What follows belongs to an exercise in optimizing a design on an open flow for small area, a short achievable clock period and few clock cycles; a production flow would make more cautious choices.
No functional check of the RTL was part of this run.
Power and IR drop assume default switching activity.

==> flow/design.v <==
module huff_codegen (
    input  wire        clk,
    input  wire        rst,
    input  wire        start,
    input  wire [8:0]  src_len,
    input  wire        in_valid,
    output wire        in_ready,
    input  wire [7:0]  in_data,
    output wire        busy,
    output wire        out_valid,
    input  wire        out_ready,
    output wire [7:0]  out_value,
    output wire [7:0]  out_len,
    output wire [15:0] out_code
);
    localparam ST_IDLE  = 3'd0;
    localparam ST_LOAD  = 3'd1;
    localparam ST_MERGE = 3'd2;
    localparam ST_TDI   = 3'd3;
    localparam ST_TD    = 3'd4;
    localparam ST_OUT   = 3'd5;
    reg [2:0] state;
    wire s_load  = (state == ST_LOAD);
    wire s_merge = (state == ST_MERGE);
    wire s_td    = (state == ST_TD);
    wire s_out   = (state == ST_OUT);
    integer i;
    reg  [8:0] n;           
    reg        rdy_r;       
    reg  [8:0] m;           
    reg  [7:0] vfirst;      
    reg        iv1;         
    reg  [7:0] ca;          
    reg        v2;          
    reg  [7:0] wa;
    reg  [8:0] rcnt;        
    reg        fwd;         
    reg  [7:0] wlast;       
    reg  [7:0] L;
    reg  [7:0] lp1, ln8;    
    reg        hi_r;        
    reg  [255:0] cur;       
    reg        ma_r;        
    reg  [8:0] lleft;       
    reg  [7:0] j;           
    reg        ph;          
    reg  [8:0] aw;          
    reg        at;          
    reg  [7:0] qn;          
    reg  [1:0] bc;          
    reg        rf;          
    reg  [8:0] q0, q1;      
    reg  [7:0] ra;          
    reg  [7:0] tj, tip, tipm1;
    reg        troot;
    reg        byp;
    reg  [9:0] bypc;
    reg        o1v, o1l;
    reg        o2v, o2l, o2b;
    reg  [7:0] o2val;
    reg        o2r, o3r;
    reg  [7:0] mroot;       
    reg        o3v, o3l, o3b;
    reg  [7:0] o3val;
    reg        ov, olast;
    reg  [7:0] oval;
    reg  [3:0] olen;
    reg  [9:0] ocode;
    reg        skv, sklast;
    reg  [7:0] skval;
    reg  [3:0] sklen;
    reg  [9:0] skcode;
    wire adv = ~skv;
    wire [7:0]   cdw [0:255];
    wire [255:0] cs1, cs0;
    wire [255:0] eqv, hiv;
    wire [9:0] icw [0:254];
    wire [1:0] itw [0:254];
    reg  [11:0] rd;         
    wire [7:0] lnew = hi_r ? lp1 : ln8;
    wire       have_int = (qn != 8'd0);
    wire       f_ok = (bc != 2'd0) | rf;
    wire [8:0] f0 = (bc != 2'd0) ? q0 : rd[8:0];
    wire [8:0] f1 = (bc == 2'd2) ? q1 : rd[8:0];
    wire       le_f = ({1'b0, L} <= f0);
    wire       ge_f = (f0 <= {1'b0, L});
    wire       lzero = (lleft == 9'd0);
    wire       take_leaf = s_merge & ma_r & (~have_int | (f_ok & le_f));
    wire       take_int  = s_merge & ~take_leaf & f_ok & (lzero | ge_f);
    wire       ext  = take_leaf | take_int;
    wire       step = s_merge & ~ma_r & ~lzero;
    wire       create = ext & ph;
    wire [8:0] sum_l = aw + {1'b0, L};
    wire [8:0] sum_f = aw + f0;
    wire [8:0] wnew = take_leaf ? sum_l : sum_f;
    wire [8:0] xw = take_leaf ? {1'b0, L} : f0;
    reg  [255:0] oh;
    reg  [15:0]  cga, cgp;
    reg          cmore;
    always @* begin
        for (i = 0; i < 16; i = i + 1) cga[i] = |cur[16*i +: 16];
        cgp[0] = 1'b0;
        for (i = 1; i < 16; i = i + 1) cgp[i] = cgp[i-1] | cga[i-1];
        for (i = 0; i < 256; i = i + 1)
            oh[i] = cur[i] & ~cgp[i/16] & ((i % 16 == 0) ? 1'b1 : ~(|(cur[i - (i % 16) +: 16] & ((16'd1 << (i % 16)) - 16'd1))));
        cmore = |(cur & ~oh);
    end
    reg  [255:0] pk;
    reg  [15:0]  pga, pgp;
    reg  [7:0]   pv;
    reg          pany, pmore;
    always @* begin
        for (i = 0; i < 16; i = i + 1) pga[i] = |cs1[16*i +: 16];
        pgp[0] = 1'b0;
        for (i = 1; i < 16; i = i + 1) pgp[i] = pgp[i-1] | pga[i-1];
        for (i = 0; i < 256; i = i + 1)
            pk[i] = cs1[i] & ~pgp[i/16] & ((i % 16 == 0) ? 1'b1 : ~(|(cs1[i - (i % 16) +: 16] & ((16'd1 << (i % 16)) - 16'd1))));
        pv = 8'd0;
        for (i = 0; i < 256; i = i + 1)
            if (pk[i]) pv = pv | i[7:0];
        pany = |pga;
        pmore = |(cs1 & ~pk);
    end
    wire issue = s_out & adv & pany;
    wire [7:0] lbase = fwd ? wlast : rcnt[7:0];
    wire       lnewv = v2 & ~fwd & (rcnt == 9'd0);
    wire [7:0] lcnt = lbase + 8'd1;
    wire [7:0] cbus = s_load ? lcnt : j;
    wire       cstart = (state == ST_IDLE) & start;
    genvar g;
    generate
        for (g = 0; g < 256; g = g + 1) begin : gcell
            reg [7:0] d;
            reg       f1r, f0r;
            wire we_l = s_load & v2 & (wa == g);
            wire we_m = take_leaf & oh[g];
            always @(posedge clk) begin
                if (we_l | we_m) d <= cbus;
                if (cstart) begin
                    f1r <= 1'b0;
                    f0r <= 1'b0;
                end else begin
                    if (we_l) f0r <= 1'b1;
                    else if (we_m) f0r <= ph;
                    if (we_m) f1r <= 1'b1;
                    else if (issue & pk[g]) f1r <= 1'b0;
                end
            end
            assign cdw[g] = d;
            assign cs1[g] = f1r;
            assign cs0[g] = f0r;
            assign eqv[g] = (d == lnew);
            assign hiv[g] = (d[7:3] == lnew[7:3]) & (d[2:0] > lnew[2:0]);
        end
    endgenerate
    wire [255:0] cand = cs0 & ~cs1;
    wire [255:0] ncur = eqv & cand;
    wire [9:0] tdc  = troot ? 10'd1 : (byp ? bypc : rd[9:0]);
    wire       tt1  = rd[11];
    wire       tt0  = rd[10];
    wire       tdw  = s_td & (tt1 | tt0);
    wire       tdw2 = s_td & tt1 & tt0;
    generate
        for (g = 0; g < 255; g = g + 1) begin : gnode
            reg [9:0] c;
            reg [1:0] t;
            wire we_c = create & (j == g);
            wire w0 = tdw & (tip == g);
            wire w1 = tdw2 & (tipm1 == g);
            always @(posedge clk) begin
                if (we_c) begin
                    c <= {1'b0, wnew};
                    t <= {take_int, at};
                end else if (w0 | w1) begin
                    c <= {tdc[8:0], w0 & tt1};
                end
            end
            assign icw[g] = c;
            assign itw[g] = t;
        end
    endgenerate
    wire [10:0] full = {(o3r ? 10'd1 : rd[9:0]), o3b};
    reg  [3:0]  flen;
    reg  [9:0]  fcode;
    always @* begin
        flen = 4'd0;
        for (i = 1; i < 11; i = i + 1)
            if (full[i]) flen = i[3:0];
        fcode = full[9:0] & ~(10'd1 << flen);
    end
    wire [8:0] m_next = m + {8'd0, lnewv};
    wire       load_end = s_load & (n == 9'd0) & ~iv1;
    always @(posedge clk) begin
        if (~s_out | adv)
            rd <= {itw[ra], icw[ra]};
        if (rst) begin
            state <= ST_IDLE;
            rdy_r <= 1'b0;
            iv1   <= 1'b0;
            v2    <= 1'b0;
            o1v   <= 1'b0;
            o2v   <= 1'b0;
            o3v   <= 1'b0;
            ov    <= 1'b0;
            skv   <= 1'b0;
        end else begin
            iv1 <= in_valid & rdy_r;
            if (in_valid & rdy_r) begin
                n <= n - 9'd1;
                if (n == 9'd1) rdy_r <= 1'b0;
            end
            if (s_load) ca <= in_data;
            v2 <= iv1;
            if (iv1) begin
                wa   <= ca;
                rcnt <= (cs0[ca] & ~cs1[ca]) ? {1'b0, cdw[ca]} : 9'd0;
                fwd  <= v2 & (wa == ca);
            end
            if (v2) begin
                wlast <= lcnt;
                if (lnewv) begin
                    m <= m + 9'd1;
                    vfirst <= wa;
                end
            end
            case (state)
                ST_IDLE: begin
                    if (start) begin
                        n     <= src_len;
                        rdy_r <= (src_len != 9'd0);
                        m     <= 9'd0;
                        state <= ST_LOAD;
                    end
                end
                ST_LOAD: begin
                    if (load_end) begin
                        L     <= 8'd0;
                        lp1   <= 8'd1;
                        ln8   <= 8'd8;
                        hi_r  <= 1'b1;
                        cur   <= 256'd0;
                        ma_r  <= 1'b0;
                        lleft <= m_next;
                        j     <= 8'd0;
                        ph    <= 1'b0;
                        qn    <= 8'd0;
                        bc    <= 2'd0;
                        rf    <= 1'b0;
                        ra    <= 8'd0;
                        if (m_next == 9'd0) begin
                            state <= ST_IDLE;
                        end else if (m_next == 9'd1) begin
                            state <= ST_OUT;
                            ov    <= 1'b1;
                            olast <= 1'b1;
                            oval  <= (lnewv ? wa : vfirst);
                            olen  <= 4'd1;
                            ocode <= 10'd0;
                        end else begin
                            state <= ST_MERGE;
                        end
                    end
                end
                ST_MERGE: begin
                    if (step) begin
                        L    <= lnew;
                        lp1  <= lnew + 8'd1;
                        ln8  <= {lnew[7:3] + 5'd1, 3'd0};
                        hi_r <= |(hiv & cand);
                        cur  <= ncur;
                        ma_r <= |ncur;
                    end else if (take_leaf) begin
                        cur  <= cur & ~oh;
                        ma_r <= cmore;
                    end
                    if (take_leaf) lleft <= lleft - 9'd1;
                    if (ext) begin
                        ph <= ~ph;
                        if (~ph) begin
                            aw <= xw;
                            at <= take_int;
                        end else begin
                            j <= j + 8'd1;
                        end
                    end
                    qn <= qn + {7'd0, create} - {7'd0, take_int};
                    begin : win
                        reg [1:0] ws, rem;
                        reg [8:0] r0, r1;
                        reg       byp_n, iss;
                        ws  = bc + {1'b0, rf};
                        rem = ws - {1'b0, take_int};
                        r0  = take_int ? f1 : f0;
                        r1  = f1;
                        iss   = (ra != j) & (ws < 2'd2);
                        byp_n = create & (ra == j) & (rem < 2'd2);
                        rf <= iss;
                        if (iss | byp_n) ra <= ra + 8'd1;
                        bc <= rem + {1'b0, byp_n};
                        q0 <= (rem == 2'd0) ? wnew : r0;
                        q1 <= (rem == 2'd1) ? wnew : r1;
                    end
                    if (create & (j == m[7:0] - 8'd2)) begin
                        state <= ST_TDI;
                        ra    <= j;
                    end
                end
                ST_TDI: begin
                    mroot <= ra;
                    tj    <= ra;
                    tip   <= ra - 8'd1;
                    tipm1 <= ra - 8'd2;
                    ra    <= ra - 8'd1;
                    troot <= 1'b1;
                    byp   <= 1'b0;
                    state <= ST_TD;
                end
                ST_TD: begin
                    troot <= 1'b0;
                    byp   <= (tdw & (tip == ra)) | (tdw2 & (tipm1 == ra));
                    bypc  <= {tdc[8:0], (tip == ra) & tt1};
                    tip   <= tip - {7'd0, tt1} - {7'd0, tt0};
                    tipm1 <= tipm1 - {7'd0, tt1} - {7'd0, tt0};
                    tj    <= tj - 8'd1;
                    ra    <= ra - 8'd1;
                    if (tj == 8'd0) begin
                        state <= ST_OUT;
                        o1v <= 1'b0;
                        o2v <= 1'b0;
                        o3v <= 1'b0;
                    end
                end
                ST_OUT: begin
                    if (adv) begin
                        o1v <= pany;
                        o1l <= ~pmore;
                        if (pany) ca <= pv;
                        o2v   <= o1v;
                        o2l   <= o1l;
                        o2b   <= cs0[ca];
                        o2val <= ca;
                        ra    <= cdw[ca];
                        o2r   <= (cdw[ca] == mroot);
                        o3r   <= o2r;
                        o3v   <= o2v;
                        o3l   <= o2l;
                        o3b   <= o2b;
                        o3val <= o2val;
                    end
                    if (~ov | out_ready) begin
                        if (skv) begin
                            ov    <= 1'b1;
                            olast <= sklast;
                            oval  <= skval;
                            olen  <= sklen;
                            ocode <= skcode;
                            skv   <= 1'b0;
                        end else begin
                            ov    <= o3v;
                            olast <= o3l;
                            oval  <= o3val;
                            olen  <= flen;
                            ocode <= fcode;
                        end
                    end else if (o3v & adv) begin
                        skv    <= 1'b1;
                        sklast <= o3l;
                        skval  <= o3val;
                        sklen  <= flen;
                        skcode <= fcode;
                    end
                    if (ov & out_ready & olast) begin
                        state <= ST_IDLE;
                        ov    <= 1'b0;
                        o1v   <= 1'b0;
                        o2v   <= 1'b0;
                        o3v   <= 1'b0;
                    end
                end
                default: state <= ST_IDLE;
            endcase
        end
    end
    assign busy      = (state != ST_IDLE);
    assign in_ready  = rdy_r;
    assign out_valid = ov;
    assign out_value = oval;
    assign out_len   = {4'd0, olen};
    assign out_code  = {6'd0, ocode};
endmodule
==> flow/run.sh <==
#!/bin/bash
# synth_recipe.tcl (not shown) runs the flow's synth.tcl, then flattens the netlist and writes it again
# the make line also repeats each setting of config.mk as NAME=value (left out here)
make -C /OpenROAD-flow-scripts/flow DESIGN_CONFIG=/design/flow/config.mk WORK_HOME=/design/flow/orfs CLKGATE_MAP_FILE= SYNTH_SCRIPT=/design/flow/synth_recipe.tcl finish
==> flow/config.mk <==
export PLATFORM = sky130hd
export DESIGN_NAME = huff_codegen
export DESIGN_NICKNAME = huff_codegen
export VERILOG_FILES = /design/flow/design.v
export SDC_FILE = /design/flow/constraint.sdc
export NUM_CORES = 8
export LEC_CHECK = 0
export CAP_MARGIN = 40
export CORE_MARGIN = 2
export CORE_UTILIZATION = 40
export SLEW_MARGIN = 20
==> flow/constraint.sdc <==
create_clock -name core_clock -period 10.0 [get_ports {clk}]
set_input_delay 2.0000 -clock core_clock [delete_from_list [all_inputs] [get_ports {clk}]]
set_output_delay 2.0000 -clock core_clock [all_outputs]
set_load 0.01 [all_outputs]
==> summary.txt <==
[stage by stage]
stage               power [mW]  util [%]
global placement          51.3      43.6
floorplan                 39.4         -
detailed placement        51.9      44.8
CTS                       78.6      47.8
[worst min-delay path by stage]
stage	end	cells after the start	from
after floorplan	o2l	0	o1l
after global placement	o3r	0	o2r
after detailed placement	o3r	0	o2r
after CTS	o3r	0	o2r
[Yosys cell counts, types with 72 or more instances]
cell type  number
a31oi_1        74
or3_1         134
clkbuf_1     2062
nand4_1       718
mux4_2        162
inv_1         547
nand3_1       701
o31ai_1        88
buf_2         122
nor2b_1       203
nor3_1        353
dfxtp_1       778
nor2_1       2129
and3_1        110
o21a_1        161
xnor2_1      1173
mux2i_1       604
o22ai_1       575
edfxtp_1     5380
buf_1         154
a22o_1        536
a221oi_1      523
or4_1          99
ha_1          830
nand2_1      2983
nand4b_1      213
o21ai_0      2362
or2_2         424
a22oi_1      1311
nor4_1        512
nand2b_1       72
a21o_1        117
a32oi_1        91
a21oi_1      1353
xor2_1        263
[cells by family after synthesis]
kind of cell / Yosys count
AOI/OAI and AO/OA: 7708
and+or+nand+nor: 8913
muxes: 777
buffers and inverters: 2904
DFF: 6158
xor gates and xnor gates: 1436
other: 1
adders and majority gates: 865
[layer usage]
layer  track usage, %  GRT overflow
met1             90.6          2334
met5             64.3           195
met2              111         29100
met4             94.1          9481
met3             81.9          1939
[power by group through the flow]
| stage | combinational (mW) | clock [mW] | sequential, mW |
|---|---|---|---|
| floorplan | 8.24 | 0 | 31.1 |
| detailed placement | 21.0 | 0 | 30.9 |
| CTS | 21.0 | 27.3 | 30.3 |
| global placement | 20.4 | 0 | 30.9 |
==> summary.txt <==
Die H: 890 um
Root Driver: clkbuf_16
Post-synthesis cell type count: 99
Vias in the first global route: 393000
Dpl cell area: 351000 um2
Die W: 890 um
Top_reg_cell synth: edfxtp_1
First Err: [ERROR GRT-0116] Global routing finished with congestion. Check the congestion regions in the DRC Viewer.
# placed instances: 39700
Total grt overflow: 43100
Initial core utilization: 40.1%
Status: aborted with a tool error
Sequential area share after synthesis: 56.4%
# port buffers: 46
Num ports: 57
Post-synthesis mux area share: 3.12%
Pre-CTS WS: 2.60 ns
Number of synthesized flops with an enable pin: 5380
Failed at: global routing
HPWL after DPL: 2540 mm
XOR/XNOR share of the synthesized area: 4.00%
Main area contributors after synthesis: edfxtp_1 51%, dfxtp_1 5.0%, o21ai_0 3.8%
Async SR Flop Fraction: 0%
Synth area leader: edfxtp_1
Synth Area in Compound Gates: 15.9%
Largest net degree at the start of global routing: 134
Area share of fa/ha/maj cells after synthesis: 3.43%
Clk sink count: 6158
Clock Tree Buf Depth: 4
Largest family of logic cells by synthesized area: compound AO/OA/AOI/OAI gates
Synth Area per Inst: 10.9 um2
Post-Synth Simple-Gate Area: 13.7%
First-pass GRT wire length: 5080 mm
Cell count after synthesis: 28800
CTS H-tree lvls: 6
Synth warnings: 1
Seq cells post-synth: 6158
Row count: 325
CTS resizes: 0
Overall Global Routing Usage: 94.1%
# hold bufs at CTS: 0
GPL Wtd Cong: 1.56
Synth top area share: 51.4%
Total CTS buffers: 719
Setup Buffers After CTS: 0
Cell area after synthesis: 314000 um2
